This is an optimization exercise on Yosys and OpenROAD, whose aim is small area, a short achievable clock period and few clock cycles per item, not a production implementation. Function was checked by simulation only, so behaviour that the tests miss may differ from the original. No activity file was given, so power comes from the tool's default toggle rates.

## run D
// motor_ui_core
module motor_ui_core (
    input  wire        clk,
    input  wire        rst,             
    input  wire        op_valid,
    input  wire [15:0] op_word,
    output wire        op_ready,
    output reg         done,
    output reg  [15:0] result,
    output reg         refused,
    output wire [3:0]  col_drive,
    output reg  [13:0] duty_hb,
    output reg  [13:0] duty_boost,
    output reg  [13:0] duty_buck,
    output reg         pwm_out_en,
    output wire [31:0] rpm,
    output reg         running,
    output reg         vth,
    output reg  [16:0] sp_volt,
    output reg  [16:0] sp_speed,
    output reg  [16:0] sp_max,
    output reg  [1:0]  cur_row,
    output reg  [2:0]  cur_col,
    output reg  [19:0] dig_buf,         
    output reg         digit_entered
);
Size in the first run: roughly 420 flip-flops.
==> flow/config.mk <==
export PLATFORM = sky130hd
export DESIGN_NAME = motor_ui_core
export DESIGN_NICKNAME = motor_ui_core
export VERILOG_FILES = /design/flow/design.v
export SDC_FILE = /design/flow/constraint.sdc
export NUM_CORES = 4
export LEC_CHECK = 0
export ABC_AREA = 1
export CAP_MARGIN = 20
export CORE_MARGIN = 2
export CORE_UTILIZATION = 40
export CTS_BUF_LIST = sky130_fd_sc_hd__clkbuf_8
export CTS_CLUSTER_SIZE = 30
export SLEW_MARGIN = 20
==> flow/constraint.sdc <==
create_clock -name core_clock -period 10.0 [get_ports {clk}]
set_input_delay 2.0000 -clock core_clock [delete_from_list [all_inputs] [get_ports {clk}]]
set_output_delay 2.0000 -clock core_clock [all_outputs]
set_load 0.01 [all_outputs]
standard.sh (not shown) runs the stock make flow with config.mk's settings and CLKGATE_MAP_FILE= SYNTH_SCRIPT=/design/flow/synth_recipe.tcl, a recipe that flattens the netlist after the stock synthesis.
==> flow/flow/run.sh <==
#!/bin/bash
set -euo pipefail
args=()
while IFS= read -r line; do
  [[ -z "$line" || "$line" == \#* ]] && continue
  args+=("$line")
done < flow/make_args.txt
bash standard.sh "${args[@]}" finish > layout_make.log 2>&1
==> flow/flow/make_args.txt <==
SETUP_SLACK_MARGIN=6.2
BUFFER_PORTS_ARGS=-buffer_cell sky130_fd_sc_hd__buf_2
The final layout from run D, which completed every stage, passed the timing, DRC and antenna checks at the end of the flow.
Testbench counts of run D, summed over its fixed seeds: cycles 24,865, ops 24,000.
For run A, these inputs were changed with respect to run D:
-- flow/design.v --
<<< run D, line 91
    reg         du_neg;                 
    reg         du_mul;                 
    reg         rd_done;                
    reg         rd_start;
>>> run A, line 91
    reg         du_neg;                 
    reg         du_mul;                 
    reg         du_sel_ep, du_sel_m, du_sel_v, du_sel_c;   
    reg         rd_done;                
    reg         rd_start;
<<< run D, line 120
    wire vmid_r  = !vlow_r && !vhigh_r;
    wire hb_zero = vhigh_r || mzero_r;
    wire [16:0] bg_b    = bg_job ? sp_max : (vlow_r ? BATT_CV : sp_volt);
    localparam [23:0] RPM_NUM  = 24'd12000000;
    localparam [31:0] RPM_NUMX = {8'd0, RPM_NUM};
    wire        du_bg   = (du_st == DU_BG);
    wire        du_sub  = !du_neg;
    wire [23:0] du_den  = du_bg ? {7'd0, bg_b} : ep;
    wire        du_in   = du_bg ? du_q[17] : du_nb;
    wire [26:0] du_p    = du_mul ? {1'b0, du_r} : {du_r, du_in};
>>> run A, line 121
    wire vmid_r  = !vlow_r && !vhigh_r;
    wire hb_zero = vhigh_r || mzero_r;
    localparam [23:0] RPM_NUM  = 24'd12000000;
    localparam [31:0] RPM_NUMX = {8'd0, RPM_NUM};
    wire        du_bg   = (du_st == DU_BG);
    wire        du_sub  = !du_neg;
    wire [23:0] du_den  = ({24{du_sel_ep}} & ep)
                        | ({24{du_sel_m}}  & {7'd0, sp_max})
                        | ({24{du_sel_v}}  & {7'd0, sp_volt})
                        | ({24{du_sel_c}}  & {7'd0, BATT_CV});
    wire        du_in   = du_bg ? du_q[17] : du_nb;
    wire [26:0] du_p    = du_mul ? {1'b0, du_r} : {du_r, du_in};
<<< run D, line 465
                du_mul  <= 1'b1;
                du_neg  <= 1'b0;
                du_r    <= {9'd0, (bg_pjob ? sp_speed : (vlow_r ? sp_volt : sp_volt - BATT_CV))};
                rd_done <= 1'b0;
>>> run A, line 468
                du_mul  <= 1'b1;
                du_neg  <= 1'b0;
                du_sel_ep <= 1'b0;
                du_sel_m  <= bg_pjob;
                du_sel_v  <= !bg_pjob && !vlow_r;
                du_sel_c  <= !bg_pjob &&  vlow_r;
                du_r    <= {9'd0, (bg_pjob ? sp_speed : (vlow_r ? sp_volt : sp_volt - BATT_CV))};
                rd_done <= 1'b0;
<<< run D, line 471
                du_mul  <= 1'b0;
                du_neg  <= 1'b0;
                du_r    <= {2'd0, RPM_NUM >> 18};
                du_cnt  <= 5'd17;
>>> run A, line 478
                du_mul  <= 1'b0;
                du_neg  <= 1'b0;
                du_sel_ep <= 1'b1;
                du_sel_m  <= 1'b0;
                du_sel_v  <= 1'b0;
                du_sel_c  <= 1'b0;
                du_r    <= {2'd0, RPM_NUM >> 18};
                du_cnt  <= 5'd17;
From run D to run A the numbers moved as follows: count of filler cells inserted in the layout held steady; post-CTS clock slew at the launch and capture registers of the worst setup and hold paths held steady; adder-cell share of the synthesized area flat; leakage power of the design shows an increase of 2.5%.
Run A vs run D, wire length of the first global-routing pass went down by 3.5%.
Of the two values seen for launching element of the worst setup path, du_sel_m$_SDFFCE_PN0P_ was produced by run A and bg_job$_DFFE_PP_ by run D.
Setup slack (run A over run D): increase, 150 ps
The flow did not stop early for run A: all stages ran, and the layout cleared the timing, DRC and antenna checks.
Status: final-layout worst hold slack parity (run A, run D)
On final clock period utilization by the worst path, the higher figure sits with run D, not run A.
When the final numbers for run D and run A were put side by side, the number of global-route vias before repair turned out to be smaller in run A.
Between run D and run A, the die outline area does not differ in any meaningful way.
Testbench counts of run A, summed over its fixed seeds: cycles 24,865, ops 24,000.

---

Setup of north:
Starting RTL as in the previous note.
Settings: LEC_CHECK=0, ABC_AREA=1, CAP_MARGIN=20, CORE_MARGIN=2, CORE_UTILIZATION=40, SLEW_MARGIN=20; clock period 10.0 ns.
Scripts as last shown in full above: flow/flow/run.sh, flow/flow/make_args.txt
north closes out successfully: all stages finished, all timing, DRC and antenna checks passed.
Testbench counts of north, summed over its fixed seeds: cycles 24,865, ops 24,000.
[inputs] south vs north
diff --git a/flow/design.v b/flow/design.v
--- a/flow/design.v
+++ b/flow/design.v
@@ -83,18 +83,16 @@
     wire       d_kstar = d_key && (code == 8'h2A);
     wire       d_above = (a_w[11:0] >= 12'd1229);
     localparam [1:0] DU_IDLE = 2'd0, DU_RPM = 2'd1, DU_BG = 2'd2;
     reg  [1:0]  du_st;
     reg  [25:0] du_r;                   
     reg  [17:0] du_q;                   
     reg  [4:0]  du_cnt;
     reg         du_nb;                  
-    reg         du_neg;                 
-    reg         du_mul;                 
     reg         rd_done;                
     reg         rd_start;
     wire [16:0] rd_rpm;
     rhu_div #(.W(18)) u_rnd_rpm (.q(du_q), .rnd(rd_rpm));
     localparam [64*23-1:0] RPM_TAB = {
         23'd95238, 23'd96774, 23'd98361, 23'd100000,
         23'd101695, 23'd103448, 23'd105263, 23'd107143,
         23'd109091, 23'd111111, 23'd113208, 23'd115385,
@@ -118,24 +116,24 @@
     wire [13:0] bg_res;
     rhu_div #(.W(15)) u_rnd_duty (.q(du_q[14:0]), .rnd(bg_res));
     wire vmid_r  = !vlow_r && !vhigh_r;
     wire hb_zero = vhigh_r || mzero_r;
     wire [16:0] bg_b    = bg_job ? sp_max : (vlow_r ? BATT_CV : sp_volt);
     localparam [23:0] RPM_NUM  = 24'd12000000;
     localparam [31:0] RPM_NUMX = {8'd0, RPM_NUM};
     wire        du_bg   = (du_st == DU_BG);
-    wire        du_sub  = !du_neg;
+    wire        du_mul  = du_bg && (du_cnt < 5'd4);
+    wire        du_sub  = !du_r[25];
     wire [23:0] du_den  = du_bg ? {7'd0, bg_b} : ep;
     wire        du_in   = du_bg ? du_q[17] : du_nb;
     wire [26:0] du_p    = du_mul ? {1'b0, du_r} : {du_r, du_in};
     wire [26:0] du_y    = du_mul ? {1'b0, du_r[23:0], 2'b00}
                                  : (du_sub ? ~{3'd0, du_den} : {3'd0, du_den});
-    wire [27:0] du_sc   = {du_p, 1'b1} + {du_y, du_sub && !du_mul};
-    wire [26:0] du_s    = du_sc[27:1];
+    wire [26:0] du_s    = du_p + du_y + {26'd0, du_sub && !du_mul};
     reg [16:0] cv;
     reg [2:0]  cv_i;
     reg        cv_ok;                   
     reg [3:0]  cv_d;
     always @* begin
         case (cv_i)
             3'd0:    cv_d = dig_buf[3:0];
             3'd1:    cv_d = dig_buf[7:4];
@@ -421,33 +419,28 @@
                 cv_ok <= 1'b1;
         end
         if (do_reset_i) begin
             bb_ok   <= 1'b1;
             hb_ok   <= 1'b1;
             p_bb    <= 14'd0;
             p_hb    <= DUTY_FULL;
             du_st   <= DU_IDLE;
-            du_mul  <= 1'b0;
             rd_done <= 1'b0;
         end else begin
             if (bg_start || (bg_pick && !bg_start))
                 bg_job <= bg_pjob;
             if (bg_skip_bb)
                 bb_ok <= 1'b1;
             if (bg_skip_hb) begin
                 hb_ok <= 1'b1;
                 p_hb  <= DUTY_FULL;
             end
             if (du_bg) begin
                 du_cnt <= du_cnt + 5'd1;
-                if (du_cnt == 5'd3)
-                    du_mul <= 1'b0;
-                if (!du_mul && !bg_last)
-                    du_neg <= du_s[26];
                 if (du_cnt == 5'd3) begin
                     du_r <= {10'd0, du_s[25:10]};
                     du_q <= {du_s[9:0], 8'd0};
                 end else if (du_mul) begin
                     du_r <= du_s[25:0];
                 end else if (!bg_last) begin
                     du_r <= du_s[25:0];
                     du_q <= {du_q[16:0], !du_s[26]};
@@ -457,31 +450,26 @@
                     if (bg_job) begin p_hb <= bg_res; hb_ok <= 1'b1; end
                     else        begin p_bb <= bg_res; bb_ok <= 1'b1; end
                 end
                 if (bg_abort)
                     du_st <= DU_IDLE;
             end else if (bg_start) begin
                 du_st   <= DU_BG;
                 du_cnt  <= 5'd0;
-                du_mul  <= 1'b1;
-                du_neg  <= 1'b0;
                 du_r    <= {9'd0, (bg_pjob ? sp_speed : (vlow_r ? sp_volt : sp_volt - BATT_CV))};
                 rd_done <= 1'b0;
             end else if (rd_start || (du_st == DU_IDLE && !ep_small && !rd_done)) begin
                 du_st   <= DU_RPM;
-                du_mul  <= 1'b0;
-                du_neg  <= 1'b0;
                 du_r    <= {2'd0, RPM_NUM >> 18};
                 du_cnt  <= 5'd17;
                 du_nb   <= RPM_NUM[17];
                 rd_done <= 1'b0;
             end else if (du_st == DU_RPM) begin
                 du_r    <= du_s[25:0];
-                du_neg  <= du_s[26];
                 du_q    <= {du_q[16:0], !du_s[26]};
                 du_cnt  <= du_cnt - 5'd1;
                 du_nb   <= RPM_NUMX[du_cnt - 5'd1];
                 if (rd_last) begin
                     du_st   <= DU_IDLE;
                     rd_done <= 1'b1;
                 end
             end
==> comparison <==
south vs north, global-route usage went up by 0.43 points. south vs. north: die extent in x has remained practically unchanged; total number of vias has increased; clock buffer count has increased; number of multi-input combinational cells has decreased. For the non-clock inverter instance count of the final layout, south came in 53 higher than north did. Synthesized cell count for south is lower than for north. Routed wire length is lower on north. The lower layout overhead on the synthesized area of south and north is in north. Compared with north, in south routed length per placed instance now larger; setup slack now smaller; area fraction in and, or, nand and nor cells after synthesis now smaller. Sequential share of layout area on south is down relative to north.
Testbench counts of south, summed over its fixed seeds: cycles 24,865, ops 24,000.

-- port drivers added, routing unchanged --
No port has a modelled driver above. Below, the same layouts with a new extraction and two added sets of constraints. Step 1: set_driving_cell puts a clkbuf_16 on clk and a buf_2 on each other input, an assumption about the parent block. Step 2 times the ports against the registers' clock, not the clock port: input delays grow and output delays shrink by t, the midpoint of the rising clock arrivals with the driver on. Three values: no drivers, after step 1, after step 2; two values: the first two.
run | shift t [ns] | setup slack, ns | hold slack, ns | clock arrival spread, ns | worst register clock-pin slew, ns
run D | 0.712 | 6.380 / 6.380 / 5.926 | 0.442 / 0.442 / 0.442 | 0.041 / 0.041 | 0.07 / 0.07
run A | 0.720 | 6.529 / 6.529 / 6.380 | 0.444 / 0.444 / 0.444 | 0.041 / 0.041 | 0.07 / 0.07
north | 0.659 | 6.383 / 6.383 / 5.926 | 0.457 / 0.457 / 0.457 | 0.036 / 0.035 | 0.07 / 0.07
south | 0.640 | 6.309 / 6.309 / 5.977 | 0.459 / 0.459 / 0.459 | 0.033 / 0.032 | 0.07 / 0.07
After both steps every run listed still meets setup and hold. For north, which loses most, drivers alone change the setup slack by 0.000 ns; drivers and shift together by -0.457 ns.
